This design comes from an exercise in tuning for small area and a short achievable clock period on the open sky130 flow, not from production work.
RTL that was checked went through simulation tests only; none was proved equivalent to the original.
Function not checked in runs 1, 4 and 5: the RTL went through the layout flow alone.
Power figures rest on the tool's default switching activity, not on a simulated workload.

`flow/flow/run.sh`:
```
#!/bin/bash
# Standard ORFS layout, with plain buffers on the ports and repair_timing aiming
# further below the clock period.
set -euo pipefail
bash standard.sh "BUFFER_PORTS_ARGS=-buffer_cell sky130_fd_sc_hd__buf_2" SETUP_SLACK_MARGIN=6.5 finish > standard_flow.log 2>&1
```
`flow/standard.sh`:
```
#!/bin/bash
# synth_recipe.tcl (not shown) runs the flow's synth.tcl, then flattens the netlist and writes it again
# the make line also repeats each setting of config.mk as NAME=value (left out here)
make -C /OpenROAD-flow-scripts/flow DESIGN_CONFIG=/design/flow/config.mk WORK_HOME=/design/flow/orfs CLKGATE_MAP_FILE= SYNTH_SCRIPT=/design/flow/synth_recipe.tcl "${@:-finish}"
```
`flow/config.mk`:
```
export PLATFORM = sky130hd
export DESIGN_NAME = vm5f_core
export DESIGN_NICKNAME = vm5f_core
export VERILOG_FILES = /design/flow/design.v
export SDC_FILE = /design/flow/constraint.sdc
export NUM_CORES = 4
export LEC_CHECK = 0
export CAP_MARGIN = 20
export CORE_MARGIN = 2
export CORE_UTILIZATION = 40
export CTS_CLUSTER_DIAMETER = 100
export CTS_CLUSTER_SIZE = 30
export SLEW_MARGIN = 20
```
`flow/constraint.sdc`:
```
create_clock -name core_clock -period 10.0 [get_ports {clk}]
set_input_delay 2.0000 -clock core_clock [delete_from_list [all_inputs] [get_ports {clk}]]
set_output_delay 2.0000 -clock core_clock [all_outputs]
set_load 0.01 [all_outputs]
```
`flow/design.v`:
```
module vm5f_core (
    input  wire         clk,
    input  wire         rst,             
    input  wire         rx_valid,
    input  wire [7:0]   rx_data,
    input  wire         rx_last,
    output wire         rx_ready,
    output reg          rsp_valid,
    output wire [2:0]   rsp_err,
    output wire [7:0]   rsp_addr,
    output wire [7:0]   rsp_cmd,
    output wire [7:0]   rsp_len,
    output wire [7:0]   rsp_chk,
    output wire [7:0]   rsp_chk_calc,
    output reg          rsp_chk_ok,
    output reg          rsp_tag,
    output reg  [2:0]   last_err,
    input  wire         enc_valid,
    output reg          enc_ready,
    input  wire [7:0]   enc_cmd,
    input  wire [7:0]   enc_addr,
    input  wire [4:0]   enc_n,
    input  wire [207:0] enc_payload,     
    output reg          tx_valid,
    output reg  [7:0]   tx_data,
    output reg          tx_last,
    input  wire         tx_ready,
    output reg          refused,
    input  wire         tick,            
    input  wire         ovr_n,           
    output reg          act,             
    output reg  [1:0]   ls,
    output reg  [3:0]   fifo_count,
    output reg  [7:0]   cur_ant,
    output reg  [15:0]  cur_pc,
    output reg  [95:0]  cur_epc
);
    localparam [7:0] HEAD        = 8'hA0;
    localparam       NSLOT       = 11;
    localparam [6:0] POLL_MS     = 7'd100;
    localparam [11:0] RELOCK_MS  = 12'd4000;
    localparam [1:0] LS_IDLE    = 2'd0;
    localparam [1:0] LS_ENGAGED = 2'd1;
    localparam [1:0] LS_WAIT    = 2'd2;
    localparam [1:0] LS_RELOCK  = 2'd3;
    localparam [2:0] E_OK        = 3'd0;
    localparam [2:0] E_TOOSHORT  = 3'd1;
    localparam [2:0] E_BADHEADER = 3'd2;
    localparam [2:0] E_LENGTH    = 3'd3;
    reg  [4:0]   p;             
    reg          hdr_ok;        
    reg          len_bad;       
    reg  [4:0]   len;           
    reg  [7:0]   addr;
    reg  [7:0]   cmd;
    reg  [7:0]   nsum;          
    reg  [7:0]   bq;            
    reg          aq;            
    reg  [7:0]   chk;           
    reg          got_chk;       
    reg          rdy;           
    wire         pend = !rdy;
    wire         rx_acc    = rx_valid && rdy;
    wire         chunk_end = rx_acc && rx_last;
    wire         p0     = (p == 5'd0);
    wire         p_ge2  = (p[4:1] != 4'd0);
    wire         is_chk = p_ge2 && !got_chk && ({1'b0, p} == {1'b0, len} + 6'd1);
    wire         in_sum = !p_ge2 || !(got_chk || is_chk);
    reg  [2:0]   n_err;
    always @(*) begin
        if (p < 5'd4)
            n_err = E_TOOSHORT;
        else if (!hdr_ok)
            n_err = E_BADHEADER;
        else if (len_bad || !(got_chk || is_chk))
            n_err = E_LENGTH;
        else
            n_err = E_OK;
    end
    wire         n_tag   = (n_err == E_OK) && (len >= 5'd18);
    wire         new_tag = chunk_end && n_tag;
    wire [7:0]   nsum_all = nsum - (aq ? bq : 8'd0);
    always @(posedge clk) begin
        if (rst) begin
            p <= 5'd0;
        end else if (rx_acc) begin
            p <= rx_last ? 5'd0 : (p == 5'd31) ? p : p + 5'd1;
        end
        if (rx_acc) begin
            if (p0) begin
                hdr_ok  <= (rx_data == HEAD);
                got_chk <= 1'b0;
            end
            if (p == 5'd1) begin
                len     <= rx_data[4:0];
                len_bad <= (rx_data < 8'd3) || (rx_data > 8'd30);
            end
            if (p == 5'd2) addr <= rx_data;
            if (p == 5'd3) cmd  <= rx_data;
            if (is_chk) begin
                chk     <= rx_data;
                got_chk <= 1'b1;
            end
        end
        bq   <= rx_data;
        aq   <= rx_acc && in_sum;
        nsum <= (rx_acc && p0) ? 8'd0 : nsum_all;
    end
    always @(posedge clk) begin
        if (rst) begin
            rsp_valid <= 1'b0;
            last_err  <= E_OK;
        end else begin
            rsp_valid <= chunk_end;
            if (chunk_end)
                last_err <= n_err;
        end
        if (chunk_end) begin
            rsp_chk_ok <= (is_chk ? rx_data : chk) == nsum_all;
            rsp_tag    <= n_tag;
        end
    end
    assign rsp_err      = last_err;
    assign rsp_addr     = addr;
    assign rsp_cmd      = cmd;
    assign rsp_len      = {3'b000, len};
    assign rsp_chk      = chk;
    assign rsp_chk_calc = nsum;
    assign rx_ready     = rdy;
    reg  [NSLOT*120-1:0] mem;   
    reg  [3:0]   wr;
    reg  [3:0]   rd;
    wire want_push = new_tag || pend;
    wire do_push   = want_push && (fifo_count != 4'd10);
    wire do_pop    = (ls == LS_IDLE) && (fifo_count != 4'd0);
    wire pend_next = want_push && (fifo_count == 4'd10);
    wire [3:0] cnt_k = do_pop ? fifo_count - 4'd1 : fifo_count;    
    wire [3:0] cnt_p = do_pop ? fifo_count : fifo_count + 4'd1;    
    integer s, b;
    always @(posedge clk) begin
        for (s = 0; s < NSLOT; s = s + 1)
            for (b = 0; b < 15; b = b + 1)
                if (wr == s && p == b + 4)
                    mem[120*s + 8*b +: 8] <= rx_data;
    end
    always @(posedge clk) begin
        if (rst)
            rdy <= 1'b1;
        else
            rdy <= !pend_next;
    end
    always @(posedge clk) begin
        if (rst) begin
            wr         <= 4'd0;
            rd         <= 4'd0;
            fifo_count <= 4'd0;
        end else begin
            if (do_push)
                wr <= (wr == NSLOT - 1) ? 4'd0 : wr + 4'd1;
            if (do_pop)
                rd <= (rd == NSLOT - 1) ? 4'd0 : rd + 4'd1;
            fifo_count <= do_push ? cnt_p : cnt_k;
        end
    end
    wire [NSLOT-1:0] rd_oh;
    genvar gs;
    generate
        for (gs = 0; gs < NSLOT; gs = gs + 1) begin : g_rd
            assign rd_oh[gs] = (rd == gs);
        end
    endgenerate
    wire         idle = (ls == LS_IDLE);
    wire [119:0] cur  = {cur_ant, cur_pc, cur_epc};
    reg  [119:0] cur_d;
    always @(*) begin
        cur_d = cur & {120{!idle}};
        for (s = 0; s < NSLOT; s = s + 1)
            for (b = 0; b < 15; b = b + 1)
                cur_d[119 - 8*b -: 8] = cur_d[119 - 8*b -: 8] | (mem[120*s + 8*b +: 8] & {8{rd_oh[s] && idle}});
    end
    always @(posedge clk) begin
        cur_ant <= cur_d[119:112];
        cur_pc  <= cur_d[111:96];
        cur_epc <= cur_d[95:0];
    end
    reg  [11:0]  cnt;
    wire         cnt_zero = (cnt == 12'd0);
    always @(posedge clk) begin
        if (rst) begin
            ls  <= LS_IDLE;
            act <= 1'b0;
        end else begin
            case (ls)
                LS_IDLE: begin
                    if (do_pop) begin
                        act <= 1'b1;
                        ls  <= LS_ENGAGED;
                    end
                end
                LS_ENGAGED: begin
                    ls <= LS_WAIT;
                end
                LS_WAIT: begin
                    if (cnt_zero && !ovr_n)
                        ls <= LS_RELOCK;
                end
                LS_RELOCK: begin
                    if (cnt_zero) begin
                        act <= 1'b0;
                        ls  <= LS_IDLE;
                    end
                end
            endcase
        end
        case (ls)
            LS_ENGAGED: cnt <= 12'd0;
            LS_WAIT: begin
                if (cnt_zero)
                    cnt <= ovr_n ? {5'd0, POLL_MS} : RELOCK_MS;
                else if (tick)
                    cnt <= cnt - 12'd1;
            end
            LS_RELOCK: begin
                if (!cnt_zero && tick)
                    cnt <= cnt - 12'd1;
            end
            default: ;
        endcase
    end
    reg  [4:0]   e_idx;         
    reg  [7:0]   e_nsum;        
    wire [4:0]   nx_idx  = e_idx + 5'd1;
    wire [4:0]   pl_idx  = e_idx - 5'd3;    
    wire [7:0]   nx_nsum = e_nsum - tx_data;
    wire         nx_last = (pl_idx == enc_n);
    reg  [7:0]   nx_body;       
    integer k;
    always @(*) begin
        nx_body = 8'd0;
        if (nx_idx == 5'd1)
            nx_body = {3'b000, enc_n} + 8'd3;
        if (nx_idx == 5'd2)
            nx_body = enc_addr;
        if (nx_idx == 5'd3)
            nx_body = enc_cmd;
        for (k = 0; k < 26; k = k + 1)
            if (pl_idx == k)
                nx_body = enc_payload[8*k +: 8];
    end
    wire [7:0]   nx_data = nx_last ? nx_nsum : nx_body;
    wire take_req  = enc_ready && enc_valid;
    wire busy_next = tx_valid ? !(tx_ready && tx_last) : (take_req && enc_n <= 5'd26);
    always @(posedge clk) begin
        if (rst) begin
            tx_valid  <= 1'b0;
            enc_ready <= 1'b1;
            refused   <= 1'b0;
        end else begin
            tx_valid  <= busy_next;
            enc_ready <= !busy_next && !pend_next;
            if (take_req && enc_n > 5'd26)
                refused <= 1'b1;
        end
        if (!tx_valid) begin
            tx_data <= HEAD;
            tx_last <= 1'b0;
            e_idx   <= 5'd0;
            e_nsum  <= 8'd0;
        end else if (tx_ready) begin
            tx_data <= nx_data;
            tx_last <= nx_last;
            e_idx   <= nx_idx;
            e_nsum  <= nx_nsum;
        end
    end
endmodule
```
==> flow_summary.yaml, run 1 <==
synth:
  seq_area_frac_synth: 0.757
  ys.flop_type: "edfxtp_1"
  synth_cell_types: 88
  synth_edf_count: 1366
  ys_async_sr_fraction: 0
  syn_area_mm2: 0.0591
  ys_warn_count: 1
  yosysTopAreaCell: "edfxtp_1"
  syn_avg_cell_area_um2: 15.8
  synth_seq_cells: 1552
  syn_inst: 3737
  synth_area_leaders: "edfxtp_1 (69%), dfxtp_1 (6.3%), a221oi_1 (5.6%)"
  synth_top_area_frac: 0.694
grt:
  grt_max_degree: 127
  grt_pass1_vias: 35100
  track_usage: 0.229
  grt_pass1_wl_um: 255000
  antenna_found_initial: 5
  overflow: 0
drt:
  wl_um: 178000
  first_pass_iters: 5
  wl_met2_um: 86500
  met1Wirelength_um: 72900
  drtIter0Drc: 4265
  top_layer_used: "met4"
  drc_errors: 0
  wl_met3_um: 13600
  ant_nets: 0
  viasPerCell: 6.06
  wl_per_cell_um: 29.5
  vias: 36500
critical_path:
  crit_chain: "buf_2"
  ff2ff_path_depth: 10
  r2r_start: "e_idx[0]$_SDFFE_PN0P_"
  cp_slowest_stage_delay_ns: 0.53
  worst_ep_required_time_ns: 8.00
  cp_top_family: "flip-flops"
  start_kind: "flop"
  worst_setup_path_end_kind: "output pin"
  crit_slowest_cell: "dfxtp_1"
  crit_fanout: 2
  worstPathArrival_ns: 1.48
  critical_path_class: "flop to output pin"
  reg2reg_to: "tx_data[2]$_SDFFE_PN0P_"
  regToRegSetupSlack_ns: 6.60
  worst-path-buf-inv: 1
sta:
  period_minus_slack_ns: 3.48
  max_freq_ghz: 0.288
  max_slew_margin: 0.223
  drv_slew: 0
  setup_ws_ns: 6.52
  setup_violations: 0
  fin_crit_sh: 0.348
  finalHoldViolations: 0
  tns_ns: 0
  rsz0062_at_grt: "yes"
  finalClockSkew_ns: 0.0458
  worst_pin_slew_ns: 1.16
cts:
  cts_buffer_depth: 3
  clock_latency_ns: 0.75
  cts_tree: "built"
  cts_num_sinks: 1552
  ctsHoldBuffers: 0
  htreeDepth: 2
  cts_made_buffers: 58
  cts-root-buf: "clkbuf_16"
  cts.clk_slew.worst_paths_ns: 0.12
layout:
  final_common_cell: "edfxtp_1"
  multi_input_area_mm2: 0.0134
  regArea_mm2: 0.0448
  syn2layout_area_growth_pct: 10.6
  n_fill_cell: 13000
  fin_util: 0.444
  fin_nets: 4329
  layout_common_cells: "edfxtp_1 (1366), buf_2 (420), a221oi_1 (375)"
  drive_gt1_frac: 0.156
placed_design:
  port_buffers: 428
  hpwl_um: 105000
  place.gp.congestion: 0.936
  dp_slack_ns: 5.47
pwr:
  p_per_area_mw_per_mm2: 201
  power.leakage_nw: 21.2
  total_power_mw: 13.1
  max-vdd-ir-drop_uv: 218
min_path:
  min_path_cells: 2
  min-delay-start: "mem[236]$_DFFE_PP_"
  whs_endpoint: "cur_epc[4]$_DFF_P_"
  hold_path_class: "flop to flop"
job:
  drv_cap: 0
floorplanning:
  fp.dieH_um: 388
  fp.dieW_um: 388
  start_util: 0.402
  io_pins: 434
  core_area_mm2: 0.147
  rows: 141
  die_area_mm2: 0.151
outcome:
  status: "complete, no violations"
-- cells by family (layout without fill, tap and decap cells) --
family | count (synthesis) | after routing | synth area share
xor+xnor | 49 | 49 | 0.00726
flops | 1552 | 1552 | 0.757
fa+ha+maj | 39 | 39 | 0.00864
buf+inv | 300 | 653 | 0.0202
mux | 15 | 15 | 0.00258
simple gates | 722 | 722 | 0.0570
other cells | 1 | 7 | 0.0000635
compound gates | 1059 | 1059 | 0.147
-- stage by stage --
stage	std cells	cell area (µm²)	hold slack, ns
global placement	5909	63400	0.444
global route	6024	65300	0.492
floorplan	3741	59200	0.441
CTS	6020	65200	0.453
finish	6026	65300	0.449
detailed placement	5910	63400	0.455
-- cell usage after synthesis, types with 7 or more instances --
| master | n |
|---|---|
| edfxtp_1 | 1366 |
| a221oi_1 | 375 |
| a22o_1 | 365 |
| nor2_1 | 272 |
| clkbuf_1 | 207 |
| dfxtp_1 | 186 |
| nand3_1 | 148 |
| nand2_1 | 129 |
| a21oi_1 | 74 |
| o21ai_0 | 58 |
| inv_1 | 45 |
| ha_1 | 36 |
| nor3_1 | 35 |
| xnor2_1 | 31 |
| nor2b_1 | 22 |
| o22ai_1 | 22 |
| buf_1 | 20 |
| xor2_1 | 18 |
| a22oi_1 | 17 |
| and3_1 | 16 |
| a211oi_1 | 13 |
| buf_2 | 13 |
| mux2i_1 | 13 |
| o211ai_1 | 13 |
| and2_1 | 12 |
| nand2b_1 | 11 |
| a21o_1 | 10 |
| nand3b_1 | 10 |
| nor4_1 | 10 |
| o21a_1 | 10 |
| or3_1 | 10 |
| a311oi_1 | 9 |
| nand4_1 | 9 |
| nor3b_1 | 9 |
| a221o_1 | 8 |
| buf_4 | 8 |
| o31ai_1 | 8 |
| o2111ai_1 | 7 |
-- flip-flops by register name, indices dropped and copies added (netlist names), 12 cells and up --
| register | flops |
|---|---|
| cnt | 12 |
| mem | 1320 |
| cur_pc | 16 |
| cur_epc | 96 |
-- repair_timing --
action,in CTS,in global routing
gates cloned,0,0
endpoints found under the hold margin,0,0
buffers inserted,1,3
gates resized for setup,36,18
pin swaps,0,1
setup endpoints to repair,132,62
-- worst max path at each step --
| stage | slack (ns) | startpoint | end | cells past startpoint |
|---|---|---|---|---|
| finish | 6.52 | cur_epc[94]$_DFF_P_ | cur_epc[94] | 1 |
| global route | 6.45 | rx_valid | fifo_count[3]$_SDFFE_PP0P_ | 15 |
| CTS | 6.50 | cur_epc[94]$_DFF_P_ | cur_epc[94] | 1 |
| detailed placement | 5.47 | enc_n[3] | tx_data[5]$_SDFFE_PN1P_ | 9 |
| global placement | 5.50 | rx_valid | fifo_count[3]$_SDFFE_PP0P_ | 15 |
| floorplan | 6.21 | rx_valid | fifo_count[3]$_SDFFE_PP0P_ | 15 |
-- area by class of cell --
type                    instances  share of cell area
multi-input cells            1889               0.205
clock inverters                 6             0.00144
diodes                          2           0.0000766
flip-flops and latches       1552               0.685
repair buffers                496              0.0432
inverters                      48             0.00324
clock buffers                 103              0.0251
well taps                    1930              0.0370
-- power by group --
part	total (mW)	internal (mW)	switching (mW)	leakage [nW]
combinational	2.33	0.867	1.46	6.55
sequential	7.71	7.37	0.333	13.8
clock	3.09	1.15	1.94	0.823
total	13.1	9.39	3.73	21.2
-- routing by layer --
layer	vias up	GRT usage
li1	15800	-
met1	18900	0.313
met4	0	0.0615
met2	1661	0.385
met3	233	0.0308
met5	-	0
==> run 2, diff against run 1 <==
--- a/flow/design.v
+++ b/flow/design.v
@@ -233,19 +233,21 @@
     wire [4:0]   pl_idx  = e_idx - 5'd3;    
     wire [7:0]   nx_nsum = e_nsum - tx_data;
     wire         nx_last = (pl_idx == enc_n);
-    reg  [7:0]   nx_body;       
+    wire [28:0]  e_oh;
+    genvar ge;
+    generate
+        for (ge = 0; ge < 29; ge = ge + 1) begin : g_eoh
+            assign e_oh[ge] = (e_idx == ge);
+        end
+    endgenerate
+    reg  [7:0]   nx_body;
     integer k;
     always @(*) begin
-        nx_body = 8'd0;
-        if (nx_idx == 5'd1)
-            nx_body = {3'b000, enc_n} + 8'd3;
-        if (nx_idx == 5'd2)
-            nx_body = enc_addr;
-        if (nx_idx == 5'd3)
-            nx_body = enc_cmd;
+        nx_body = (({3'b000, enc_n} + 8'd3) & {8{e_oh[0]}})
+                | (enc_addr & {8{e_oh[1]}})
+                | (enc_cmd  & {8{e_oh[2]}});
         for (k = 0; k < 26; k = k + 1)
-            if (pl_idx == k)
-                nx_body = enc_payload[8*k +: 8];
+            nx_body = nx_body | (enc_payload[8*k +: 8] & {8{e_oh[k+3]}});
     end
     wire [7:0]   nx_data = nx_last ? nx_nsum : nx_body;
     wire take_req  = enc_ready && enc_valid;
--- a/flow/config.mk
+++ b/flow/config.mk
@@ -8,6 +8,6 @@
 export CAP_MARGIN = 20
 export CORE_MARGIN = 2
 export CORE_UTILIZATION = 40
-export CTS_CLUSTER_DIAMETER = 100
-export CTS_CLUSTER_SIZE = 30
+export CTS_CLUSTER_DIAMETER = 80
+export CTS_CLUSTER_SIZE = 25
 export SLEW_MARGIN = 20
==> flow_summary.yaml, run 2 <==
synth:
  synth_edf_count: 1366
  synth_area_leaders: "edfxtp_1 (71%), dfxtp_1 (6.4%), a221oi_1 (6.0%)"
  synth_top_area_frac: 0.709
  syn_avg_cell_area_um2: 16.6
  yosysTopAreaCell: "edfxtp_1"
  ys_async_sr_fraction: 0
  synth_cell_types: 68
  synth_seq_cells: 1552
  synthTopCellsByCount: "edfxtp_1 (1366), a221oi_1 (394), a22o_1 (389), nor2_1 (248), clkbuf_1 (213)"
  syn_inst: 3479
  ys.flop_type: "edfxtp_1"
  syn_area_mm2: 0.0578
  seq_area_frac_synth: 0.774
  ys_warn_count: 1
  synth_most_common_cell: "edfxtp_1"
critical_path:
  crit_fanout: 2
  crit_slowest_cell: "dfxtp_1"
  cp_top_family: "flip-flops"
  critPathLaunch: "cur_ant[0]$_DFF_P_"
  start_kind: "flop"
  critical_path_class: "flop to output pin"
  worst_ep_required_time_ns: 8.00
  worst_setup_path_end_kind: "output pin"
  worstPathArrival_ns: 1.47
  cp_slowest_stage_delay_ns: 0.54
  worst-path-buf-inv: 1
  r2r_start: "wr[0]$_SDFFE_PP0P_"
  crit_chain: "buf_2"
cts:
  cts_made_buffers: 75
  cts_buffer_depth: 3
  htreeDepth: 3
  ctsHoldBuffers: 0
  cts.clk_slew.worst_paths_ns: 0.10
  clock_latency_ns: 0.71
  cts_tree: "built"
  cts-root-buf: "clkbuf_16"
  cts_num_sinks: 1552
placed_design:
  port_buffers: 428
  place_area_mm2: 0.0621
  place.gp.congestion: 0.979
  dp_cells: 5631
  hpwl_um: 105000
floorplanning:
  rows: 139
  fp.dieH_um: 384
  start_util: 0.403
  die_area_mm2: 0.148
  fp.dieW_um: 384
  io_pins: 434
  core_area_mm2: 0.143
grt:
  grt_max_degree: 164
  grt_pass1_vias: 33300
  overflow: 0
  track_usage: 0.238
  antenna_found_initial: 8
  grt_pass1_wl_um: 252000
layout:
  fin_area_mm2: 0.0649
  largest_register_ffs: 1320
  final_common_cell: "edfxtp_1"
  fin_cells: 5801
  drive_gt1_frac: 0.173
  syn2layout_area_growth_pct: 12.3
  reg_top3: "mem (1320), cur_epc (96), cur_pc (16)"
  regMostFlops: "mem"
  layout_common_cells: "edfxtp_1 (1366), buf_2 (419), a221oi_1 (393)"
  fin_nets: 4119
pwr:
  combPwrFrac: 0.174
  switching_share: 0.283
  internal-power_mw: 9.82
  p_per_area_mw_per_mm2: 211
  clkPwrFrac: 0.263
  power.leakage_nw: 21.3
  seqPwrFrac: 0.563
  max-vdd-ir-drop_uv: 211
  p_switching_mw: 3.87
job:
  drv_cap: 0
drt:
  drc_errors: 0
  drtIter0Drc: 4078
  viasPerCell: 5.99
  wl_per_cell_um: 30.9
  ant_nets: 0
  vias: 34700
  wl_um: 179000
  first_pass_iters: 6
sta:
  period_minus_slack_ns: 3.47
  finalHoldViolations: 0
  max_freq_ghz: 0.288
  fin_crit_sh: 0.347
  setup_violations: 0
  worst_pin_slew_ns: 1.17
  finalClockSkew_ns: 0.0347
  rsz0062_at_grt: "yes"
  tns_ns: 0
  drv_slew: 0
  max_slew_margin: 0.218
min_path:
  min-delay-start: "mem[692]$_DFFE_PP_"
  hold_path_class: "flop to flop"
outcome:
  status: "complete, no violations"
==> run 2: cell count changes after synthesis, moves of 9 or more <==
cell	previous run	this run
nand2_1	129	63
o21ai_0	58	34
o22ai_1	22	1
a22o_1	365	389
nor4bb_1	0	9
a21oi_1	74	32
buf_1	20	10
a22oi_1	17	43
o211ai_1	13	1
nor3_1	35	21
a221oi_1	375	394
nor2_1	272	248
==> run 2: cell type report <==
type                       count  area (µm²)
antenna                        7        17.5
multi-input combinational   1648       12200
fill                       12500       78600
inverter                      43         193
timing repair buffer         515        2990
clock buffer                 115        2070
sequential                  1552       44700
clock inverter                18         289
tap                         1903        2380
==> run 2: per-layer routing <==
| metal | track usage | wire length (µm) | vias up |
|---|---|---|---|
| met1 | 0.338 | 76900 | 18100 |
| li1 | - | - | 14900 |
| met4 | 0.0722 | 5170 | 2 |
| met2 | 0.374 | 83900 | 1411 |
| met5 | 0.00390 | 83 | - |
| met3 | 0.0397 | 13400 | 234 |
==> run 2: worst register-to-register path: stages (launching register included) <==
cell and delay, ns:
dfxtp_1 0.54, nor2b_1 0.33, nand3_2 0.85, nor2_1 1.26
==> run 2: timing repair <==
| action | CTS | global route |
|---|---|---|
| setup buffers | 9 | 14 |
| endpoints found under the hold margin | 0 | 0 |
| gates resized for setup | 21 | 21 |
| pin swaps | 7 | 7 |
| gates cloned | 5 | 0 |
| setup endpoints to repair | 126 | 68 |
==> run 2: power by group through the flow <==
| stage | Sequential [mW] | Combinational (mW) | Clock, mW |
|---|---|---|---|
| 3_5_place_dp | 7.86 | 2.35 | 0 |
| 3_3_place_gp | 7.86 | 2.33 | 0 |
| 6_report | 7.71 | 2.38 | 3.60 |
| 5_1_grt | 7.75 | 2.59 | 3.86 |
| 4_1_cts | 7.72 | 2.40 | 3.65 |
| 2_1_floorplan | 7.81 | 1.20 | 0 |
==> run 2: through the flow <==
stage / worst slack, ns / utilization / hold slack [ns] / power (mW)
floorplan: 6.08 / - / 0.441 / 9.01
global placement: 5.57 / 0.433 / 0.444 / 10.2
detailed placement: 5.64 / 0.433 / 0.453 / 10.2
CTS: 6.50 / 0.451 / 0.463 / 13.8
global route: 6.49 / 0.452 / 0.472 / 14.2
finish: 6.53 / 0.452 / 0.465 / 13.7
==> run 2: final timing paths <==
kind | to | slack, ns | cells past startpoint
worst max-delay path | cur_ant[0] | 6.53 | 1
worst min-delay path | cur_epc[28]$_DFF_P_ | 0.46 | 2
worst max register to register | mem[955]$_DFFE_PP_ | 6.63 | 3
worst min register to register | cur_epc[28]$_DFF_P_ | 0.46 | 2
==> run 2: kinds of logic (layout without fill, tap and decap cells) <==
kind of cell	count (synthesis)	in the layout	share of synthesized area
AO/OA/AOI/OAI	943	943	0.137
other	1	12	0.0000649
AND/OR/NAND/NOR	584	588	0.0485
buffers and inverters	287	691	0.0195
XOR/XNOR	49	49	0.00742
multiplexers	24	24	0.00437
flip-flops	1552	1552	0.774
adder cells (fa/ha/maj)	39	39	0.00883
==> run 3, diff against run 2 <==
==> flow/flow/run.sh (replaced) <==
#!/bin/bash
# Standard ORFS layout, with plain buffers on the ports, a clock tree with
# larger sink clusters and no dummy loads, and repair_timing aiming further
# below the clock period.
set -euo pipefail
bash standard.sh "BUFFER_PORTS_ARGS=-buffer_cell sky130_fd_sc_hd__buf_2" \
  "CTS_ARGS=-sink_clustering_enable -repair_clock_nets -sink_clustering_size 25 -sink_clustering_max_diameter 80 -buf_list sky130_fd_sc_hd__clkbuf_16 -dont_use_dummy_load" \
  SETUP_SLACK_MARGIN=6.5 finish > standard_flow.log 2>&1
--- a/flow/config.mk
+++ b/flow/config.mk
@@ -8,6 +8,4 @@
 export CAP_MARGIN = 20
 export CORE_MARGIN = 2
 export CORE_UTILIZATION = 40
-export CTS_CLUSTER_DIAMETER = 80
-export CTS_CLUSTER_SIZE = 25
 export SLEW_MARGIN = 20
==> flow_summary.yaml, run 3 <==
critical_path:
  path_depth: 1
  ff2ff_path_depth: 10
  worst-path-buf-inv: 1
  worst_setup_path_end_kind: "output pin"
  critical_path_class: "flop to output pin"
  crit_fanout: 2
  crit_slowest_cell: "dfxtp_1"
  cp_slowest_stage_delay_ns: 0.54
  cp_top_family: "flip-flops"
  crit_chain: "buf_2"
  worstPathArrival_ns: 1.46
  worst_ep_required_time_ns: 8.00
  start_kind: "flop"
synth:
  ys.flop_type: "edfxtp_1"
  syn_area_mm2: 0.0578
  synth_top_family_by_area: "compound AO/OA/AOI/OAI gates"
  synth_edf_count: 1366
  synth_compound_area_frac: 0.137
  synth_xor_area_frac: 0.00742
  yosysTopAreaCell: "edfxtp_1"
  synth_simple_gate_area_frac: 0.0485
  synth_most_common_cell: "edfxtp_1"
  synth_seq_cells: 1552
  seq_area_frac_synth: 0.774
  synth_cell_types: 68
  synth_top_area_frac: 0.709
  syn_inst: 3479
  syn_avg_cell_area_um2: 16.6
  synth_fa_ha_area_frac: 0.00883
  ys_warn_count: 1
  synth_mux_area_frac: 0.00437
  ys_async_sr_fraction: 0
  synth_area_leaders: "edfxtp_1 (71%), dfxtp_1 (6.4%), a221oi_1 (6.0%)"
  synthTopCellsByCount: "edfxtp_1 (1366), a221oi_1 (394), a22o_1 (389), nor2_1 (248), clkbuf_1 (213)"
pwr:
  power.leakage_nw: 21.0
  p_per_area_mw_per_mm2: 207
  max-vdd-ir-drop_uv: 250
grt:
  grt_pass1_vias: 33100
  overflow: 0
  grt_max_degree: 164
  track_usage: 0.236
  grtUsageMet2: 0.375
  met1_usage: 0.336
  busiest_layer: "met2"
  antenna_found_initial: 9
  grt_pass1_wl_um: 250000
  grtUsageMet3: 0.0377
drt:
  drtIter0Drc: 4272
  drc_errors: 0
  viasPerCell: 6.02
  ant_nets: 0
  wl_per_cell_um: 31.1
  first_pass_iters: 7
  vias: 34500
  wl_um: 178000
placed_design:
  dp_slack_ns: 5.64
  place.gp.congestion: 0.979
  port_buffers: 428
  hpwl_um: 105000
layout:
  drive_gt1_frac: 0.169
  syn2layout_area_growth_pct: 11.2
  regMostFlops: "mem"
  largest_register_ffs: 1320
  layout_common_cells: "edfxtp_1 (1366), buf_2 (419), a221oi_1 (393)"
  reg_top3: "mem (1320), cur_epc (96), cur_pc (16)"
  n_fill_cell: 12500
  final_common_cell: "edfxtp_1"
  fin_nets: 4113
sta:
  finalClockSkew_ns: 0.0902
  worst_pin_slew_ns: 1.19
  max_freq_ghz: 0.289
  holdWs_ns: 0.427
  max_slew_margin: 0.207
  fin_crit_sh: 0.346
  tns_ns: 0
  period_minus_slack_ns: 3.46
  setup_ws_ns: 6.54
  setup_violations: 0
  finalHoldViolations: 0
  drv_slew: 0
  rsz0062_at_grt: "yes"
floorplanning:
  io_pins: 434
  rows: 139
  fp.dieH_um: 384
  die_area_mm2: 0.148
  fp.dieW_um: 384
  core_area_mm2: 0.143
  start_util: 0.403
cts:
  cts.clk_slew.worst_paths_ns: 0.10
  cts-root-buf: "clkbuf_16"
  clock_latency_ns: 0.72
  cts_num_sinks: 1552
  cts_tree: "built"
  ctsHoldBuffers: 0
  htreeDepth: 3
  cts_made_buffers: 75
  cts_buffer_depth: 3
min_path:
  min_path_cells: 2
  hold_path_class: "flop to flop"
outcome:
  status: "complete, no violations"
job:
  drv_cap: 0
[run 3: cell counts after synthesis]
No cell type changed its count.
[run 3: cells by family (layout without fill, tap and decap cells)]
| group | count (synthesis) | in the layout |
|---|---|---|
| AND/OR/NAND/NOR | 584 | 588 |
| flip-flops | 1552 | 1552 |
| buffers and inverters | 287 | 627 |
| multiplexers | 24 | 24 |
| AO/OA/AOI/OAI | 943 | 943 |
| adder cells (fa/ha/maj) | 39 | 39 |
| XOR/XNOR | 49 | 49 |
| other | 1 | 13 |
[run 3: final timing paths]
check / slack, ns / startpoint / to
setup / recovery: 6.54 / cur_ant[0]$_DFF_P_ / cur_ant[0]
hold / removal: 0.43 / mem[1206]$_DFFE_PP_ / cur_ant[6]$_DFF_P_
setup reg to reg: 6.64 / ls[1]$_SDFFE_PP0P_ / cur_epc[87]$_DFF_P_
hold reg to reg: 0.43 / mem[1206]$_DFFE_PP_ / cur_ant[6]$_DFF_P_
[run 3: repair_timing]
action,in CTS,in global routing
cloned,4,0
pin swaps,8,5
endpoints found under the setup margin,124,15
resized for setup,21,15
setup buffers,10,8
[run 3: worst min-delay path: stages (launching register included)]
cell	delay [ns]
edfxtp_1	0.33
a221oi_1	0.06
nand3_1	0.06
[run 3: layout make-up]
class / instances / area, µm² / area share
Antenna cell: 8 / 20.0 / 0.000311
Sequential cell: 1552 / 44700 / 0.696
Multi-Input combinational cell: 1648 / 12200 / 0.190
Tap cell: 1903 / 2380 / 0.0370
Inverter: 43 / 190 / 0.00296
Timing Repair Buffer: 509 / 2900 / 0.0451
Clock buffer: 75 / 1880 / 0.0292
[run 3: where the power goes]
group	internal, mW	total, mW	switching (mW)
Clock	1.35	3.26	1.91
Combinational	0.905	2.37	1.47
Sequential	7.37	7.71	0.334
Total	9.62	13.3	3.71
[run 3: layer usage]
metal  wire, µm  vias to the layer above
li1           -                    14900
met1      75900                    18000
met2      83900                     1465
met3      13500                      231
met4       4860                        2
met5        114                        -
[run 3: through the flow]
stage          cell area, µm²  total power, mW  std cells  utilization
2_1_floorplan           57900             9.01       3483            -
3_3_place_gp            62100             10.2       5631        0.433
3_5_place_dp            62100             10.2       5631        0.433
4_1_cts                 64200             13.4       5720        0.447
5_1_grt                 64300             13.8       5736        0.448
6_report                64300             13.3       5738        0.448
==> run 4, diff against run 3 <==
--- a/flow/design.v
+++ b/flow/design.v
@@ -58,6 +58,7 @@
     reg          aq;            
     reg  [7:0]   chk;           
     reg          got_chk;       
+    reg  [1:0]   ls_n;          
     reg          rdy;           
     wire         pend = !rdy;
     wire         rx_acc    = rx_valid && rdy;
@@ -134,6 +135,7 @@
     wire do_push   = want_push && (fifo_count != 4'd10);
     wire do_pop    = (ls == LS_IDLE) && (fifo_count != 4'd0);
     wire pend_next = want_push && (fifo_count == 4'd10);
+    wire [3:0] rd_n = !do_pop ? rd : (rd == NSLOT - 1) ? 4'd0 : rd + 4'd1;
     wire [3:0] cnt_k = do_pop ? fifo_count - 4'd1 : fifo_count;    
     wire [3:0] cnt_p = do_pop ? fifo_count : fifo_count + 4'd1;    
     integer s, b;
@@ -157,26 +159,25 @@
         end else begin
             if (do_push)
                 wr <= (wr == NSLOT - 1) ? 4'd0 : wr + 4'd1;
-            if (do_pop)
-                rd <= (rd == NSLOT - 1) ? 4'd0 : rd + 4'd1;
+            rd <= rd_n;
             fifo_count <= do_push ? cnt_p : cnt_k;
         end
     end
-    wire [NSLOT-1:0] rd_oh;
-    genvar gs;
-    generate
-        for (gs = 0; gs < NSLOT; gs = gs + 1) begin : g_rd
-            assign rd_oh[gs] = (rd == gs);
-        end
-    endgenerate
-    wire         idle = (ls == LS_IDLE);
+    reg  [NSLOT-1:0] rsel;
+    reg              rhold;
+    wire             idle_n = rst || (ls_n == LS_IDLE);
+    always @(posedge clk) begin
+        for (s = 0; s < NSLOT; s = s + 1)
+            rsel[s] <= idle_n && ((rst ? 4'd0 : rd_n) == s);
+        rhold <= !idle_n;
+    end
     wire [119:0] cur  = {cur_ant, cur_pc, cur_epc};
     reg  [119:0] cur_d;
     always @(*) begin
-        cur_d = cur & {120{!idle}};
+        cur_d = cur & {120{rhold}};
         for (s = 0; s < NSLOT; s = s + 1)
             for (b = 0; b < 15; b = b + 1)
-                cur_d[119 - 8*b -: 8] = cur_d[119 - 8*b -: 8] | (mem[120*s + 8*b +: 8] & {8{rd_oh[s] && idle}});
+                cur_d[119 - 8*b -: 8] = cur_d[119 - 8*b -: 8] | (mem[120*s + 8*b +: 8] & {8{rsel[s]}});
     end
     always @(posedge clk) begin
         cur_ant <= cur_d[119:112];
@@ -185,32 +186,22 @@
     end
     reg  [11:0]  cnt;
     wire         cnt_zero = (cnt == 12'd0);
+    always @(*) begin
+        ls_n = ls;
+        case (ls)
+            LS_IDLE:    if (do_pop) ls_n = LS_ENGAGED;
+            LS_ENGAGED: ls_n = LS_WAIT;
+            LS_WAIT:    if (cnt_zero && !ovr_n) ls_n = LS_RELOCK;
+            LS_RELOCK:  if (cnt_zero) ls_n = LS_IDLE;
+        endcase
+    end
     always @(posedge clk) begin
         if (rst) begin
             ls  <= LS_IDLE;
             act <= 1'b0;
         end else begin
-            case (ls)
-                LS_IDLE: begin
-                    if (do_pop) begin
-                        act <= 1'b1;
-                        ls  <= LS_ENGAGED;
-                    end
-                end
-                LS_ENGAGED: begin
-                    ls <= LS_WAIT;
-                end
-                LS_WAIT: begin
-                    if (cnt_zero && !ovr_n)
-                        ls <= LS_RELOCK;
-                end
-                LS_RELOCK: begin
-                    if (cnt_zero) begin
-                        act <= 1'b0;
-                        ls  <= LS_IDLE;
-                    end
-                end
-            endcase
+            ls  <= ls_n;
+            act <= (ls_n != LS_IDLE);
         end
         case (ls)
             LS_ENGAGED: cnt <= 12'd0;
@@ -232,7 +223,8 @@
     wire [4:0]   nx_idx  = e_idx + 5'd1;
     wire [4:0]   pl_idx  = e_idx - 5'd3;    
     wire [7:0]   nx_nsum = e_nsum - tx_data;
-    wire         nx_last = (pl_idx == enc_n);
+    reg  [4:0]   n_q;           
+    wire         nx_last = (pl_idx == n_q);
     wire [28:0]  e_oh;
     genvar ge;
     generate
@@ -243,7 +235,7 @@
     reg  [7:0]   nx_body;
     integer k;
     always @(*) begin
-        nx_body = (({3'b000, enc_n} + 8'd3) & {8{e_oh[0]}})
+        nx_body = (({3'b000, n_q} + 8'd3) & {8{e_oh[0]}})
                 | (enc_addr & {8{e_oh[1]}})
                 | (enc_cmd  & {8{e_oh[2]}});
         for (k = 0; k < 26; k = k + 1)
@@ -264,6 +256,7 @@
                 refused <= 1'b1;
         end
         if (!tx_valid) begin
+            n_q     <= enc_n;
             tx_data <= HEAD;
             tx_last <= 1'b0;
             e_idx   <= 5'd0;
--- a/flow/flow/run.sh
+++ b/flow/flow/run.sh
@@ -5,4 +5,4 @@
 set -euo pipefail
 bash standard.sh "BUFFER_PORTS_ARGS=-buffer_cell sky130_fd_sc_hd__buf_2" \
   "CTS_ARGS=-sink_clustering_enable -repair_clock_nets -sink_clustering_size 25 -sink_clustering_max_diameter 80 -buf_list sky130_fd_sc_hd__clkbuf_16 -dont_use_dummy_load" \
-  SETUP_SLACK_MARGIN=6.5 finish > standard_flow.log 2>&1
+  SETUP_SLACK_MARGIN=7.0 finish > standard_flow.log 2>&1
==> flow_summary.yaml, run 4 <==
drt:
  first_pass_iters: 6
  ant_nets: 0
  drtIter0Drc: 3972
  vias: 35100
  wl_per_cell_um: 30.5
  drc_errors: 0
  viasPerCell: 6.05
  wl_um: 177000
synth:
  ys_warn_count: 1
  syn_inst: 3493
  synth_edf_count: 1371
  syn_area_mm2: 0.0582
  synth_seq_cells: 1569
  synthTopCellsByCount: "edfxtp_1 (1371), a221oi_1 (383), a22o_1 (379), nor2_1 (256), dfxtp_1 (198)"
  synth_area_leaders: "edfxtp_1 (71%), dfxtp_1 (6.8%), a221oi_1 (5.8%)"
  ys.flop_type: "edfxtp_1"
  yosysTopAreaCell: "edfxtp_1"
  seq_area_frac_synth: 0.775
  ys_async_sr_fraction: 0
  synth_most_common_cell: "edfxtp_1"
  syn_avg_cell_area_um2: 16.7
  synth_top_area_frac: 0.707
  synth_cell_types: 84
critical_path:
  cp_slowest_stage_delay_ns: 0.47
  ff2ff_path_depth: 16
  reg2reg_to: "fifo_count[3]$_SDFFE_PP0P_"
  crit_chain: "buf_2"
  r2r_start: "len[0]$_DFFE_PP_"
  worst_setup_path_end_kind: "output pin"
  cp_top_family: "flip-flops"
  regToRegSetupSlack_ns: 6.85
  worst_ep_required_time_ns: 8.00
  worstPathArrival_ns: 1.33
  crit_fanout: 1
  critical_path_class: "flop to output pin"
  start_kind: "flop"
  crit_slowest_cell: "edfxtp_1"
  worst-path-buf-inv: 1
floorplanning:
  fp.dieW_um: 386
  rows: 140
  start_util: 0.402
  io_pins: 434
  fp.dieH_um: 386
  die_area_mm2: 0.149
  core_area_mm2: 0.145
sta:
  finalClockSkew_ns: 0.101
  rsz0062_at_grt: "yes"
  max_freq_ghz: 0.300
  finalHoldViolations: 0
  tns_ns: 0
  drv_slew: 0
  worst_pin_slew_ns: 1.16
  setup_violations: 0
  fin_crit_sh: 0.333
  period_minus_slack_ns: 3.33
  max_slew_margin: 0.226
  setup_ws_ns: 6.67
grt:
  grt_pass1_vias: 34200
  grtUsageMet2: 0.363
  overflow: 0
  grt_pass1_wl_um: 250000
  antenna_found_initial: 7
  track_usage: 0.234
  busiest_layer: "met2"
  grt_max_degree: 118
  met1_usage: 0.336
  grtUsageMet3: 0.0475
cts:
  cts_num_sinks: 1569
  htreeDepth: 3
  cts.clk_slew.worst_paths_ns: 0.09
  clock_latency_ns: 0.72
  cts_tree: "built"
  cts-root-buf: "clkbuf_16"
  cts_made_buffers: 82
  cts_buffer_depth: 3
placed_design:
  port_buffers: 428
  hpwl_um: 103000
  dp_slack_ns: 5.41
  place.gp.congestion: 0.968
min_path:
  min-delay-start: "mem[1065]$_DFFE_PP_"
  whs_endpoint: "cur_epc[9]$_DFF_P_"
  hold_path_class: "flop to flop"
  min_path_cells: 2
layout:
  final_common_cell: "edfxtp_1"
  drive_gt1_frac: 0.245
  syn2layout_area_growth_pct: 14.8
  largest_register_ffs: 1320
  fin_nets: 4173
  reg_top3: "mem (1320), cur_epc (96), cur_pc (16)"
  layout_common_cells: "edfxtp_1 (1371), a22o_1 (379), a221oi_1 (377)"
  regMostFlops: "mem"
  fin_util: 0.461
pwr:
  max-vdd-ir-drop_uv: 158
  power.leakage_nw: 21.6
  total_power_mw: 13.8
  p_per_area_mw_per_mm2: 207
job:
  drv_cap: 0
outcome:
  status: "complete, no violations"
-- run 4: worst max path at each step --
stage / startpoint / to / cells after the start
2_1_floorplan: rx_valid / fifo_count[3]$_SDFFE_PP0P_ / 15
3_3_place_gp: rx_valid / fifo_count[3]$_SDFFE_PP0P_ / 15
3_5_place_dp: rx_valid / fifo_count[3]$_SDFFE_PP0P_ / 15
4_1_cts: chk[1]$_DFFE_PP_ / rsp_chk[1] / 1
5_1_grt: rsp_chk_ok$_DFFE_PP_ / rsp_chk_ok / 1
6_report: rsp_chk_ok$_DFFE_PP_ / rsp_chk_ok / 1
-- run 4: final cells by class --
type / count / area, µm²
fillers: 12500 / 78200
flip-flops and latches: 1569 / 45600
multi-input cells: 1660 / 12600
repair buffers: 542 / 4100
well taps: 1917 / 2400
clock buffers: 82 / 2050
inverters: 39 / 163
diodes: 3 / 7.51
-- run 4: what timing repair did --
item | in CTS | in global routing
hold endpoints to repair | 0 | 0
hold buffers | 0 | 0
buffers inserted | 46 | 13
setup endpoints to repair | 1151 | 670
pin swaps | 5 | 15
gates resized for setup | 485 | 93
-- run 4: report_power, final --
part	switching (mW)	internal, mW	leakage (nW)
Combinational	1.17	1.18	6.51
Clock	1.96	1.46	1.01
Sequential	0.512	7.55	14.0
Total	3.65	10.2	21.6
-- run 4: cell families after synthesis --
| family | Yosys count | share of synthesized area |
|---|---|---|
| AO/OA/AOI/OAI | 930 | 0.135 |
| XOR/XNOR | 52 | 0.00795 |
| adder cells (fa/ha/maj) | 34 | 0.00769 |
| buffers and inverters | 268 | 0.0192 |
| flip-flops | 1569 | 0.775 |
| multiplexers | 19 | 0.00357 |
| other | 1 | 0.0000644 |
| AND/OR/NAND/NOR | 620 | 0.0513 |
-- run 4: stage by stage --
step	instance area [µm²]	cells	hold WS, ns
floorplan	58400	3497	0.441
global placement	62400	5668	0.447
detailed placement	62400	5668	0.455
CTS	66400	5796	0.419
global route	66900	5811	0.437
finish	66900	5812	0.404
-- run 4: layer usage --
metal	vias to the layer above	part of all wire
li1	15000	-
met1	18300	0.43
met2	1561	0.46
met3	235	0.085
met4	0	0.023
met5	-	0
==> run 5, diff against run 4 <==
--- a/flow/flow/run.sh
+++ b/flow/flow/run.sh
@@ -5,4 +5,4 @@
 set -euo pipefail
 bash standard.sh "BUFFER_PORTS_ARGS=-buffer_cell sky130_fd_sc_hd__buf_2" \
   "CTS_ARGS=-sink_clustering_enable -repair_clock_nets -sink_clustering_size 25 -sink_clustering_max_diameter 80 -buf_list sky130_fd_sc_hd__clkbuf_16 -dont_use_dummy_load" \
-  SETUP_SLACK_MARGIN=7.0 finish > standard_flow.log 2>&1
+  SETUP_SLACK_MARGIN=6.5 finish > standard_flow.log 2>&1
==> flow_summary.yaml, run 5 <==
layout:
  regMostFlops: "mem"
  final_common_cell: "edfxtp_1"
  drive_gt1_frac: 0.166
  layout_common_cells: "edfxtp_1 (1371), buf_2 (420), a221oi_1 (383)"
  largest_register_ffs: 1320
  fin_nets: 4112
  reg_top3: "mem (1320), cur_epc (96), cur_pc (16)"
  syn2layout_area_growth_pct: 10.6
  n_fill_cell: 12700
floorplanning:
  fp.dieH_um: 386
  core_area_mm2: 0.145
  io_pins: 434
  die_area_mm2: 0.149
  start_util: 0.402
  fp.dieW_um: 386
  rows: 140
synth:
  synth_seq_cells: 1569
  syn_avg_cell_area_um2: 16.7
  synth_most_common_cell: "edfxtp_1"
  ys_warn_count: 1
  synth_xor_area_frac: 0.00795
  synth_compound_area_frac: 0.135
  synth_mux_area_frac: 0.00357
  ys.flop_type: "edfxtp_1"
  synth_cell_types: 84
  syn_area_mm2: 0.0582
  synth_simple_gate_area_frac: 0.0513
  ys_async_sr_fraction: 0
  synth_area_leaders: "edfxtp_1 (71%), dfxtp_1 (6.8%), a221oi_1 (5.8%)"
  yosysTopAreaCell: "edfxtp_1"
  syn_inst: 3493
  seq_area_frac_synth: 0.775
  synth_top_family_by_area: "compound AO/OA/AOI/OAI gates"
  synth_edf_count: 1371
  synthTopCellsByCount: "edfxtp_1 (1371), a221oi_1 (383), a22o_1 (379), nor2_1 (256), dfxtp_1 (198)"
  synth_top_area_frac: 0.707
  synth_fa_ha_area_frac: 0.00769
grt:
  grtUsageMet3: 0.0449
  grtUsageMet2: 0.361
  antenna_found_initial: 2
  busiest_layer: "met2"
  grt_pass1_vias: 33900
  met1_usage: 0.334
  grt_max_degree: 130
  grt_pass1_wl_um: 248000
  track_usage: 0.231
  overflow: 0
critical_path:
  ff2ff_path_depth: 4
  worst_ep_required_time_ns: 10.52
  regToRegSetupSlack_ns: 6.59
  crit_fanout: 8
  reg2reg_to: "mem[1238]$_DFFE_PP_"
  worstPathArrival_ns: 3.94
  start_kind: "input port"
  r2r_start: "wr[1]$_SDFFE_PP0P_"
  worst_setup_path_end_kind: "flop"
  critical_path_class: "input port to flop"
cts:
  cts_num_sinks: 1569
  cts.clk_slew.worst_paths_ns: 0.09
  cts-root-buf: "clkbuf_16"
  ctsHoldBuffers: 0
  htreeDepth: 3
  cts_made_buffers: 76
  clock_latency_ns: 0.71
  cts_tree: "built"
  cts_buffer_depth: 3
sta:
  fin_crit_sh: 0.342
  rsz0062_at_grt: "yes"
  tns_ns: 0
  finalClockSkew_ns: 0.0672
  drv_slew: 0
  max_freq_ghz: 0.292
  finalHoldViolations: 0
  max_slew_margin: 0.216
  worst_pin_slew_ns: 1.17
  setup_violations: 0
  period_minus_slack_ns: 3.42
min_path:
  hold_path_class: "flop to flop"
  whs_endpoint: "cur_epc[90]$_DFF_P_"
  min_path_cells: 2
  min-delay-start: "mem[626]$_DFFE_PP_"
drt:
  viasPerCell: 6.03
  first_pass_iters: 5
  vias: 34700
  wl_um: 174000
  wl_per_cell_um: 30.3
  drc_errors: 0
  ant_nets: 0
  drtIter0Drc: 3746
pwr:
  max-vdd-ir-drop_uv: 175
  power.leakage_nw: 20.8
  total_power_mw: 13.2
  p_per_area_mw_per_mm2: 204
placed_design:
  port_buffers: 428
  place.gp.congestion: 0.940
  hpwl_um: 102000
job:
  drv_cap: 0
outcome:
  status: "complete, no violations"
run 5: cell count changes in the layout (fill, tap and decap cells not counted), moves of 58 or more:
cell	delta
dfxtp_4	-73
dfxtp_1	+148
nor2_2	-58
dfxtp_2	-75
buf_2	+163
buf_6	-165
nor2_1	+75
run 5: what timing repair did:
item / 4_1_cts / 5_1_grt
endpoints found under the hold margin: 0 / 0
buffers inserted: 1 / 3
pin swaps: 0 / 2
gates resized for setup: 10 / 13
endpoints found under the setup margin: 10 / 11
run 5: through the flow:
stage / hold WS [ns] / std cells / setup WS (ns) / util / cell area [µm²]
floorplan: 0.441 / 3497 / 6.07 / - / 58300
global placement: 0.448 / 5667 / 5.41 / 0.430 / 62400
detailed placement: 0.453 / 5667 / 5.43 / 0.430 / 62400
CTS: 0.429 / 5744 / 6.37 / 0.443 / 64300
global route: 0.458 / 5748 / 6.43 / 0.444 / 64400
finish: 0.432 / 5749 / 6.58 / 0.444 / 64400
run 5: how the worst max path moves through the flow:
stage / from / end / slack, ns / cells past startpoint
after floorplan: rx_valid / fifo_count[3]$_SDFFE_PP0P_ / 6.07 / 15
after global placement: rx_valid / fifo_count[3]$_SDFFE_PP0P_ / 5.41 / 15
after detailed placement: rx_valid / fifo_count[3]$_SDFFE_PP0P_ / 5.43 / 15
after CTS: rx_valid / fifo_count[3]$_SDFFE_PP0P_ / 6.37 / 15
after global routing: rx_valid / fifo_count[3]$_SDFFE_PP0P_ / 6.43 / 15
final: rx_valid / fifo_count[3]$_SDFFE_PP0P_ / 6.58 / 15
run 5: kinds of logic (layout without fill, tap and decap cells):
logic type | Yosys count | after routing
AND/OR/NAND/NOR | 620 | 620
flip-flops | 1569 | 1569
AO/OA/AOI/OAI | 930 | 930
buffers and inverters | 268 | 602
multiplexers | 19 | 19
XOR/XNOR | 52 | 52
other | 1 | 6
adder cells (fa/ha/maj) | 34 | 34
run 5: critical path, cell delays in order:
cell and delay [ns]:
buf_2 0.13, nand2_8 0.08, clkinvlp_4 0.13, nand2_4 0.08
nor3_1 0.22, a21oi_2 0.11, nor2b_4 0.19, inv_6 0.06
ha_4 0.21, a21o_1 0.16, a21oi_2 0.13, nor2_1 0.05
mux2i_1 0.18, xor2_1 0.16, nor2_1 0.05
run 5: area by class of cell:
cell class / count / area [µm²] / share of cell area
repair buffers: 487 / 2670 / 0.0414
well taps: 1917 / 2400 / 0.0372
flip-flops and latches: 1569 / 45200 / 0.702
multi-input cells: 1660 / 12100 / 0.188
diodes: 1 / 2.50 / 0.0000389
inverters: 39 / 160 / 0.00249
clock buffers: 76 / 1900 / 0.0295
run 5: report_power, final:
group	leakage, nW	switching (mW)	total, mW	internal, mW
Clock	0.937	1.94	3.31	1.36
Sequential	14.0	0.468	7.91	7.44
Combinational	5.91	1.13	1.94	0.810
Total	20.8	3.54	13.2	9.61
run 5: metal layers:
metal	vias up	part of all wire	routed length, µm
met5	-	0.000075	13
met3	199	0.081	14100
met2	1507	0.47	81100
li1	14900	-	-
met1	18100	0.43	75700
met4	2	0.020	3430
==> run 6, diff against run 5 <==
--- a/flow/design.v
+++ b/flow/design.v
@@ -93,15 +93,10 @@
                 got_chk <= 1'b0;
             end
             if (p == 5'd1) begin
-                len     <= rx_data[4:0];
                 len_bad <= (rx_data < 8'd3) || (rx_data > 8'd30);
             end
-            if (p == 5'd2) addr <= rx_data;
-            if (p == 5'd3) cmd  <= rx_data;
-            if (is_chk) begin
-                chk     <= rx_data;
+            if (is_chk)
                 got_chk <= 1'b1;
-            end
         end
         bq   <= rx_data;
         aq   <= rx_acc && in_sum;
@@ -116,10 +111,27 @@
             if (chunk_end)
                 last_err <= n_err;
         end
-        if (chunk_end) begin
-            rsp_chk_ok <= (is_chk ? rx_data : chk) == nsum_all;
-            rsp_tag    <= n_tag;
-        end
+    end
+    wire [4:0]   len_d;
+    wire [7:0]   addr_d, cmd_d, chk_d;
+    wire [1:0]   rsp_d;
+    wire         ld_len  = rx_acc && (p == 5'd1);
+    wire         ld_addr = rx_acc && (p == 5'd2);
+    wire         ld_cmd  = rx_acc && (p == 5'd3);
+    wire         ld_chk  = rx_acc && is_chk;
+    vm5f_hold #(.W(5)) u_len  (.d(rx_data[4:0]), .q(len),  .en(ld_len),  .en_n(!ld_len),  .y(len_d));
+    vm5f_hold #(.W(8)) u_addr (.d(rx_data),      .q(addr), .en(ld_addr), .en_n(!ld_addr), .y(addr_d));
+    vm5f_hold #(.W(8)) u_cmd  (.d(rx_data),      .q(cmd),  .en(ld_cmd),  .en_n(!ld_cmd),  .y(cmd_d));
+    vm5f_hold #(.W(8)) u_chk  (.d(rx_data),      .q(chk),  .en(ld_chk),  .en_n(!ld_chk),  .y(chk_d));
+    vm5f_hold #(.W(2)) u_rsp  (.d({(is_chk ? rx_data : chk) == nsum_all, n_tag}),
+                               .q({rsp_chk_ok, rsp_tag}),
+                               .en(chunk_end), .en_n(!chunk_end), .y(rsp_d));
+    always @(posedge clk) begin
+        len  <= len_d;
+        addr <= addr_d;
+        cmd  <= cmd_d;
+        chk  <= chk_d;
+        {rsp_chk_ok, rsp_tag} <= rsp_d;
     end
     assign rsp_err      = last_err;
     assign rsp_addr     = addr;
@@ -129,6 +141,7 @@
     assign rsp_chk_calc = nsum;
     assign rx_ready     = rdy;
     reg  [NSLOT*120-1:0] mem;   
+    integer s, b;   
     reg  [3:0]   wr;
     reg  [3:0]   rd;
     wire want_push = new_tag || pend;
@@ -138,13 +151,24 @@
     wire [3:0] rd_n = !do_pop ? rd : (rd == NSLOT - 1) ? 4'd0 : rd + 4'd1;
     wire [3:0] cnt_k = do_pop ? fifo_count - 4'd1 : fifo_count;    
     wire [3:0] cnt_p = do_pop ? fifo_count : fifo_count + 4'd1;    
-    integer s, b;
-    always @(posedge clk) begin
-        for (s = 0; s < NSLOT; s = s + 1)
-            for (b = 0; b < 15; b = b + 1)
-                if (wr == s && p == b + 4)
-                    mem[120*s + 8*b +: 8] <= rx_data;
-    end
+    wire [NSLOT*15-1:0]  we;
+    wire [NSLOT*120-1:0] mem_d;
+    genvar gw, gb, gk;
+    generate
+        for (gw = 0; gw < NSLOT; gw = gw + 1) begin : g_ws
+            for (gb = 0; gb < 15; gb = gb + 1) begin : g_wb
+                assign we[15*gw + gb] = (wr == gw) && (p == gb + 4);
+                for (gk = 0; gk < 8; gk = gk + 1) begin : g_wk
+                    vm5f_hold #(.W(1)) u_hold (
+                        .d(rx_data[gk]), .q(mem[120*gw + 8*gb + gk]),
+                        .en(we[15*gw + gb]), .en_n(!we[15*gw + gb]),
+                        .y(mem_d[120*gw + 8*gb + gk]));
+                end
+            end
+        end
+    endgenerate
+    always @(posedge clk)
+        mem <= mem_d;
     always @(posedge clk) begin
         if (rst)
             rdy <= 1'b1;
@@ -269,3 +293,12 @@
         end
     end
 endmodule
+module vm5f_hold #(parameter W = 8) (
+    input  wire [W-1:0] d,
+    input  wire [W-1:0] q,
+    input  wire         en,
+    input  wire         en_n,
+    output wire [W-1:0] y
+);
+    assign y = (d & {W{en}}) | (q & {W{en_n}});
+endmodule
--- a/flow/config.mk
+++ b/flow/config.mk
@@ -9,3 +9,5 @@
 export CORE_MARGIN = 2
 export CORE_UTILIZATION = 40
 export SLEW_MARGIN = 20
+export SYNTH_HIERARCHICAL = 1
+export SYNTH_MINIMUM_KEEP_SIZE = 0
==> flow_summary.yaml, run 6 <==
critical_path:
  crit_top_cell: "a21o_1"
  start_kind: "input port"
  critPathLaunch: "rx_valid"
  worst_ep_required_time_ns: 10.58
  regToRegSetupSlack_ns: 6.57
  critical_path_class: "input port to flop"
  r2r_start: "len[0]$_DFF_P_"
  cp_slowest_stage_delay_ns: 0.29
  reg2reg_to: "fifo_count[3]$_SDFFE_PP0P_"
  worstPathArrival_ns: 4.05
  endpoint: "fifo_count[3]$_SDFFE_PP0P_"
  crit_fanout: 9
  crit_chain: "buf_2 -> and2_4 -> nand2_8 -> o41ai_4 -> nand2_2 -> ha_4 -> a21o_1 -> a21o_1 -> nand3_1 -> nor4_2 -> nor3_1 -> xor2_1 -> nor2_1"
  crit_slowest_cell: "o41ai_4"
  worst_setup_path_end_kind: "flop"
  ff2ff_path_depth: 15
layout:
  fin_nets: 5672
  largest_register_ffs: 1320
  reg_top3: "mem (1320), cur_epc (96), cur_pc (16)"
  drive_gt1_frac: 0.120
  regMostFlops: "mem"
  layout_common_cells: "a22o_1 (1727), dfxtp_1 (1524), buf_2 (420)"
  syn2layout_area_growth_pct: 11.2
  final_common_cell: "a22o_1"
  n_fill_cell: 13300
  fin_area_mm2: 0.0638
synth:
  synth_most_common_cell: "a22o_1"
  ys_warn_count: 7
  synthTopCellsByCount: "a22o_1 (1727), dfxtp_1 (1549), a221oi_1 (379), nand2_1 (227), inv_1 (207)"
  syn_avg_cell_area_um2: 11.3
  synth_seq_cells: 1569
  synth_area_leaders: "dfxtp_1 (54%), a22o_1 (26%), a221oi_1 (5.8%)"
  yosysTopAreaCell: "dfxtp_1"
  seq_area_frac_synth: 0.551
  syn_area_mm2: 0.0573
  synth_cell_types: 72
  ys.flop_type: "dfxtp_1"
  synth_top_area_frac: 0.541
  syn_inst: 5055
  synth_edf_count: 20
  ys_async_sr_fraction: 0
outcome:
  status: "complete, no violations"
grt:
  track_usage: 0.276
  grt_max_degree: 117
  antenna_found_initial: 13
  grt_pass1_wl_um: 311000
  grt_pass1_vias: 45300
  overflow: 0
sta:
  drv_slew: 0
  worst_pin_slew_ns: 1.15
  tns_ns: 0
  setup_violations: 0
  max_freq_ghz: 0.288
  rsz0062_at_grt: "yes"
  period_minus_slack_ns: 3.47
  fin_crit_sh: 0.347
  finalHoldViolations: 0
  max_slew_margin: 0.233
  setup_ws_ns: 6.53
  finalClockSkew_ns: 0.127
floorplanning:
  fp.dieW_um: 383
  core_area_mm2: 0.142
  io_pins: 434
  rows: 138
  start_util: 0.404
  fp.dieH_um: 383
  die_area_mm2: 0.146
cts:
  cts.clk_slew.worst_paths_ns: 0.10
  cts_buffer_depth: 3
  htreeDepth: 3
  clock_latency_ns: 0.74
  cts-root-buf: "clkbuf_16"
  cts_num_sinks: 1569
  cts_made_buffers: 83
  cts_tree: "built"
  ctsHoldBuffers: 0
drt:
  drc_errors: 0
  vias: 47500
  viasPerCell: 6.51
  first_pass_iters: 5
  drtIter0Drc: 5278
  ant_nets: 0
  wl_um: 211000
  wl_per_cell_um: 28.9
placed_design:
  place.gp.congestion: 0.973
  port_buffers: 428
  place_area_mm2: 0.0615
  hpwl_um: 130000
  dp_slack_ns: 5.51
min_path:
  hold_path_class: "flop to flop"
pwr:
  max-vdd-ir-drop_uv: 150
  power.leakage_nw: 26.1
  p_per_area_mw_per_mm2: 175
job:
  drv_cap: 0
[run 6: changes by cell type after synthesis, sizes merged, moves of 18 or more]
cell,previous run,this run
inv,37,207
dfxtp,198,1549
edfxtp,1371,20
a22o,379,1727
nand2,92,227
nor2,256,110
mux2i,14,32
[run 6: timing repair]
item / CTS / global route
endpoints found under the setup margin: 129 / 6
pin swaps: 1 / 7
buffers inserted: 1 / 9
resized for setup: 10 / 17
[run 6: power breakdown]
part           switching, mW  internal, mW
Sequential             0.176          6.36
Clock                   2.02          1.48
Combinational          0.757         0.330
Total                   2.96          8.17
[run 6: layout make-up]
| type | instances | area (µm²) | area share |
|---|---|---|---|
| diodes | 10 | 25.0 | 0.000392 |
| clock buffers | 83 | 2080 | 0.0326 |
| inverters | 208 | 781 | 0.0122 |
| multi-input cells | 3033 | 24100 | 0.377 |
| flip-flops and latches | 1569 | 31700 | 0.497 |
| well taps | 1890 | 2360 | 0.0371 |
| repair buffers | 498 | 2770 | 0.0434 |
[run 6: metrics by stage]
stage	power (mW)	hold WS, ns	utilization	cells
2_1_floorplan	7.18	0.442	-	5059
3_3_place_gp	7.72	0.450	0.433	7188
3_5_place_dp	7.73	0.454	0.433	7188
4_1_cts	11.1	0.434	0.448	7272
5_1_grt	11.5	0.472	0.449	7290
6_report	11.1	0.433	0.449	7291
[run 6: worst min-delay path by stage]
| stage | from | end | slack (ns) | depth (start not counted) |
|---|---|---|---|---|
| after CTS | mem[125]$_DFF_P_ | cur_ant[5]$_DFF_P_ | 0.43 | 2 |
| final | mem[125]$_DFF_P_ | cur_ant[5]$_DFF_P_ | 0.43 | 2 |
| after global routing | mem[125]$_DFF_P_ | cur_ant[5]$_DFF_P_ | 0.47 | 2 |
| after detailed placement | cmd[5]$_DFF_P_ | cmd[5]$_DFF_P_ | 0.45 | 1 |
| after floorplan | mem[0]$_DFF_P_ | mem[0]$_DFF_P_ | 0.44 | 1 |
| after global placement | refused$_SDFFE_PP0P_ | refused$_SDFFE_PP0P_ | 0.45 | 2 |
[run 6: per-layer routing]
metal	GRT usage	wire [µm]	vias up
met4	0.0887	6810	2
met2	0.424	93700	2181
met3	0.0390	15500	339
met1	0.397	94700	24100
li1	-	-	20900
met5	0	20	-
[run 6: kinds of logic (layout without fill, tap and decap cells)]
logic type | Yosys count | after routing | share of synthesized area
xor gates and xnor gates | 49 | 49 | 0.00749
AOI/OAI and AO/OA | 2281 | 2281 | 0.343
adders and majority gates | 34 | 34 | 0.00781
other | 1 | 15 | 0.0000654
DFF | 1569 | 1569 | 0.551
and+or+nand+nor | 628 | 628 | 0.0521
muxes | 36 | 36 | 0.00637
buffers and inverters | 457 | 789 | 0.0315
[run 6: worst max-delay path, delay by kind of cell]
family,cells,cell delay (ns)
compound gates,3,0.64
xor+xnor,1,0.18
fa+ha+maj,1,0.25
buf+inv,1,0.09
simple gates,7,0.89

## afterwards: timing with drivers on the ports
In the flow no input, the clock included, has a driving cell. The finished layouts below were timed again as built, in two steps. Step 1 assumes that a clkbuf_16 drives the clock port and a buf_2 every other input. Step 2 also shifts input and output timing later by t, the mid clock arrival at the registers, as if the neighbouring blocks saw the same clock. Slacks: no drivers / after step 1 / after step 2; pairs: no drivers / after step 1.
| run | t, ns | setup slack, ns | latest minus earliest clock arrival (ns) | worst slew at a driven data input, ns |
|---|---|---|---|---|
| run 1 | 0.803 | 6.524 / 6.449 / 5.848 | 0.055 / 0.055 | 0.10 |
| run 2 | 0.778 | 6.525 / 6.451 / 5.817 | 0.049 / 0.050 | 0.10 |
| run 3 | 0.739 | 6.538 / 6.465 / 5.875 | 0.108 / 0.108 | 0.11 |
| run 4 | 0.746 | 6.668 / 6.584 / 5.987 | 0.118 / 0.118 | 0.12 |
| run 5 | 0.754 | 6.577 / 6.499 / 5.877 | 0.087 / 0.086 | 0.11 |
| run 6 | 0.758 | 6.529 / 6.472 / 5.826 | 0.144 / 0.144 | 0.15 |
After both steps every run listed still meets setup and hold. The setup slack of run 2, which loses most, moves by -0.074 ns with the drivers and by -0.708 ns with both steps.
